Context: an optimization exercise on an open-source flow, tuned for small area, a short achievable clock period and few clock cycles per item. The choices shown serve that exercise and are no tape-out recipe. Only simulation tests tie the RTL to the original design; equivalence was not proved. The clock port is modelled as an ideal driver; clocking choices that lean on that would not hold on a real chip.

// li_block_engine
module li_block_engine (
  input  wire         clk,
  input  wire         rst,         
  input  wire         start,       
  input  wire         decrypt,     
  input  wire [127:0] blk_in,
  input  wire [6:0]   rounds,      
  input  wire [5:0]   ca_steps,    
  input  wire         nbhd,        
  input  wire         toroidal,
  input  wire [31:0]  rule_base,
  output wire [6:0]   rk_idx,
  input  wire [127:0] rk,
  output wire         ready,
  output wire         done,
  output wire [127:0] blk_out
);
Settings: LEC_CHECK=0, ABC_CLOCK_PERIOD_IN_PS=4000, CAP_MARGIN=20, CORE_MARGIN=2, CORE_UTILIZATION=50, PLACE_DENSITY=0.6, SLEW_MARGIN=20; clock period 10.0 ns.
standard.sh (not shown) runs the stock make flow with config.mk's settings and CLKGATE_MAP_FILE= SYNTH_SCRIPT=/design/flow/synth_recipe.tcl, a recipe that flattens the netlist after the stock synthesis.
==> flow/flow/run.sh <==
#!/bin/bash
# The standard layout (standard.sh), run in two parts:
#  1. synthesis to clock-tree synthesis, setup repair aiming at 5 ns of slack
#     on the 10 ns clock, then one more repair pass through ORFS's
#     POST_CTS_TCL hook (flow/post_cts.tcl);
#  2. global route to the end, its setup repair aiming at 5.3 ns of slack.
# make's output goes to standard_1.log and standard_2.log; each ORFS step
# keeps its own log under orfs/logs.
set -euo pipefail
export POST_CTS_TCL="$PWD/flow/post_cts.tcl"
SETUP_SLACK_MARGIN=5 bash standard.sh cts > standard_1.log 2>&1
SETUP_SLACK_MARGIN=5.3 bash standard.sh > standard_2.log 2>&1
==> flow/flow/post_cts.tcl <==
# Sourced by ORFS cts.tcl after its own repair, before 4_1_cts.odb is written.
# One more setup repair: aim at 6 ns of slack on the 10 ns clock, at most 700
# moves, no gate cloning; then legalize the placement again.
log_cmd repair_timing -setup -setup_margin 6 -repair_tns 100 -max_iterations 700 \
  -skip_gate_cloning -verbose
set result [catch { detailed_placement } msg]
if { $result != 0 } {
  error "Detailed placement failed after the extra repair: $msg"
}
check_placement -verbose
report_worst_slack
report_design_area
Testbench counts at the start, summed over its fixed seeds: cycles 99,556, blocks 3,200.
==> next run, changes <==
==> flow/flow/run.sh (replaced) <==
#!/bin/bash
# The standard layout (standard.sh, every step) with one more setup-repair
# pass at the end of clock-tree synthesis, through ORFS's POST_CTS_TCL hook
# (flow/post_cts.tcl).  make's output goes to standard.log; each ORFS step
# keeps its own log under orfs/logs.
set -euo pipefail
export POST_CTS_TCL="$PWD/flow/post_cts.tcl"
bash standard.sh > standard.log 2>&1
Settings changed: CORE_UTILIZATION 50 to 40, PLACE_DENSITY 0.6 to 0.5, SETUP_SLACK_MARGIN from default to 5.
Cell area fell by 2.2%.
Worst hold slack gets better by 0.0070 ns.
Clock-buffer cell count rose by 6.
Worst setup slack gets worse by 0.14 ns.
Synthesized area does not change.
==> next run, changes <==
==> flow/run.sh (new file) <==
#!/bin/bash
# synth_recipe.tcl (not shown) runs the flow's synth.tcl, then flattens the netlist and writes it again
# the make line also repeats each setting of config.mk as NAME=value (left out here)
make -C /OpenROAD-flow-scripts/flow DESIGN_CONFIG=/design/flow/config.mk WORK_HOME=/design/flow/orfs CLKGATE_MAP_FILE= SYNTH_SCRIPT=/design/flow/synth_recipe.tcl finish
Settings changed: ABC_CLOCK_PERIOD_IN_PS 4000 to 3000, CORE_UTILIZATION 40 to 50, PLACE_DENSITY 0.5 to 0.6.
removed: flow/flow/run.sh
removed: flow/flow/post_cts.tcl
removed: flow/standard.sh
Outcome: Clock-buffer cell count fell by 6. Setup slack is worse by 0.24 ns. Final area fell by about 1.8%. Register-to-register slack is worse by 0.24 ns. Core utilization rose by 11 points. Via count rose by 0.49%. Synthesized cell count does not change. First-iteration DRC count rose by about 7%. Wire length fell by about 6%.
==> next run, changes <==
==> flow/flow/run.sh (new file) <==
#!/bin/bash
# The standard layout (standard.sh, every step) with one more setup-repair
# pass at the end of clock-tree synthesis, through ORFS's POST_CTS_TCL hook
# (flow/post_cts.tcl).  make's output goes to standard.log; each ORFS step
# keeps its own log under orfs/logs.
set -euo pipefail
export POST_CTS_TCL="$PWD/flow/post_cts.tcl"
bash standard.sh > standard.log 2>&1
==> flow/flow/post_cts.tcl (new file) <==
# Sourced by ORFS cts.tcl after its own repair, before 4_1_cts.odb is written.
# One more setup repair: aim at 6 ns of slack on the 10 ns clock, at most 700
# moves, no gate cloning; then legalize the placement again.
log_cmd repair_timing -setup -setup_margin 6 -repair_tns 100 -max_iterations 700 \
  -skip_gate_cloning -verbose
set result [catch { detailed_placement } msg]
if { $result != 0 } {
  error "Detailed placement failed after the extra repair: $msg"
}
check_placement -verbose
report_worst_slack
report_design_area
==> flow/standard.sh (new file) <==
#!/bin/bash
# synth_recipe.tcl (not shown) runs the flow's synth.tcl, then flattens the netlist and writes it again
# the make line also repeats each setting of config.mk as NAME=value (left out here)
make -C /OpenROAD-flow-scripts/flow DESIGN_CONFIG=/design/flow/config.mk WORK_HOME=/design/flow/orfs CLKGATE_MAP_FILE= SYNTH_SCRIPT=/design/flow/synth_recipe.tcl "${@:-finish}"
Settings changed: ABC_CLOCK_PERIOD_IN_PS 3000 to 4000, CAP_MARGIN 20 to 40, SLEW_MARGIN 20 to 40.
removed: flow/run.sh
What happened: Global-route usage rose by 0.56 points. Synthesized area is unchanged. Clock-buffer cell count came out lower by 1.
==> next run, changes <==
Settings changed: CAP_MARGIN 40 to 20, SLEW_MARGIN 40 to 20.
Non-clock buffer count increases by 4.
Via count is higher slightly.
Clock skew decreases by 0.0063 ns.
==> next run, changes <==
==> flow/flow/run.sh (replaced) <==
#!/bin/bash
# The standard layout (standard.sh), run in two parts:
#  1. synthesis to clock-tree synthesis, setup repair aiming at 5 ns of slack
#     on the 10 ns clock, then one more repair pass through ORFS's
#     POST_CTS_TCL hook (flow/post_cts.tcl);
#  2. global route to the end, its setup repair aiming at 5.3 ns of slack.
# make's output goes to standard_1.log and standard_2.log; each ORFS step
# keeps its own log under orfs/logs.
set -euo pipefail
export POST_CTS_TCL="$PWD/flow/post_cts.tcl"
SETUP_SLACK_MARGIN=5 bash standard.sh cts > standard_1.log 2>&1
SETUP_SLACK_MARGIN=5.3 bash standard.sh > standard_2.log 2>&1
Settings changed: SETUP_SLACK_MARGIN 5 to default, TNS_END_PERCENT from default to 10.
The changed run ran to the end with no violations.
Final cell count climbs slightly.
Routed wire length climbs slightly.
Register-to-register slack got worse by 0.08 ns.
Count of clock-buffer cells in the layout drops by 9.

separate check: timing with driven ports:
The results above use ideal ports. As a check the final layouts listed here were re-extracted and re-timed, cells and wires unchanged. Step 1: set_driving_cell puts a clkbuf_16 on clk and a buf_2 on each other input, an assumption about the parent block. Step 2 adds t to the input delays and takes it off the output delays; t is the mean of the earliest and latest rising clock arrival at the registers after step 1. Input paths then give back, and output paths get back, about the clock's delay inside the block. Slacks: ideal / step 1 / step 2; pairs: ideal / step 1.
run	shift t [ns]	setup WS [ns]	clock arrival spread, ns
the first run	0.891	5.210 / 5.210 / 5.210	0.054 / 0.054
the second run	0.972	5.067 / 5.067 / 5.067	0.092 / 0.092
the third run	0.891	4.829 / 4.829 / 4.829	0.064 / 0.065
the fourth run	0.901	5.082 / 5.082 / 5.082	0.066 / 0.066
the fifth run	0.889	5.114 / 5.114 / 5.114	0.055 / 0.056
the sixth run	0.913	5.037 / 5.037 / 5.037	0.081 / 0.082
After both steps setup and hold are still met in every run listed.
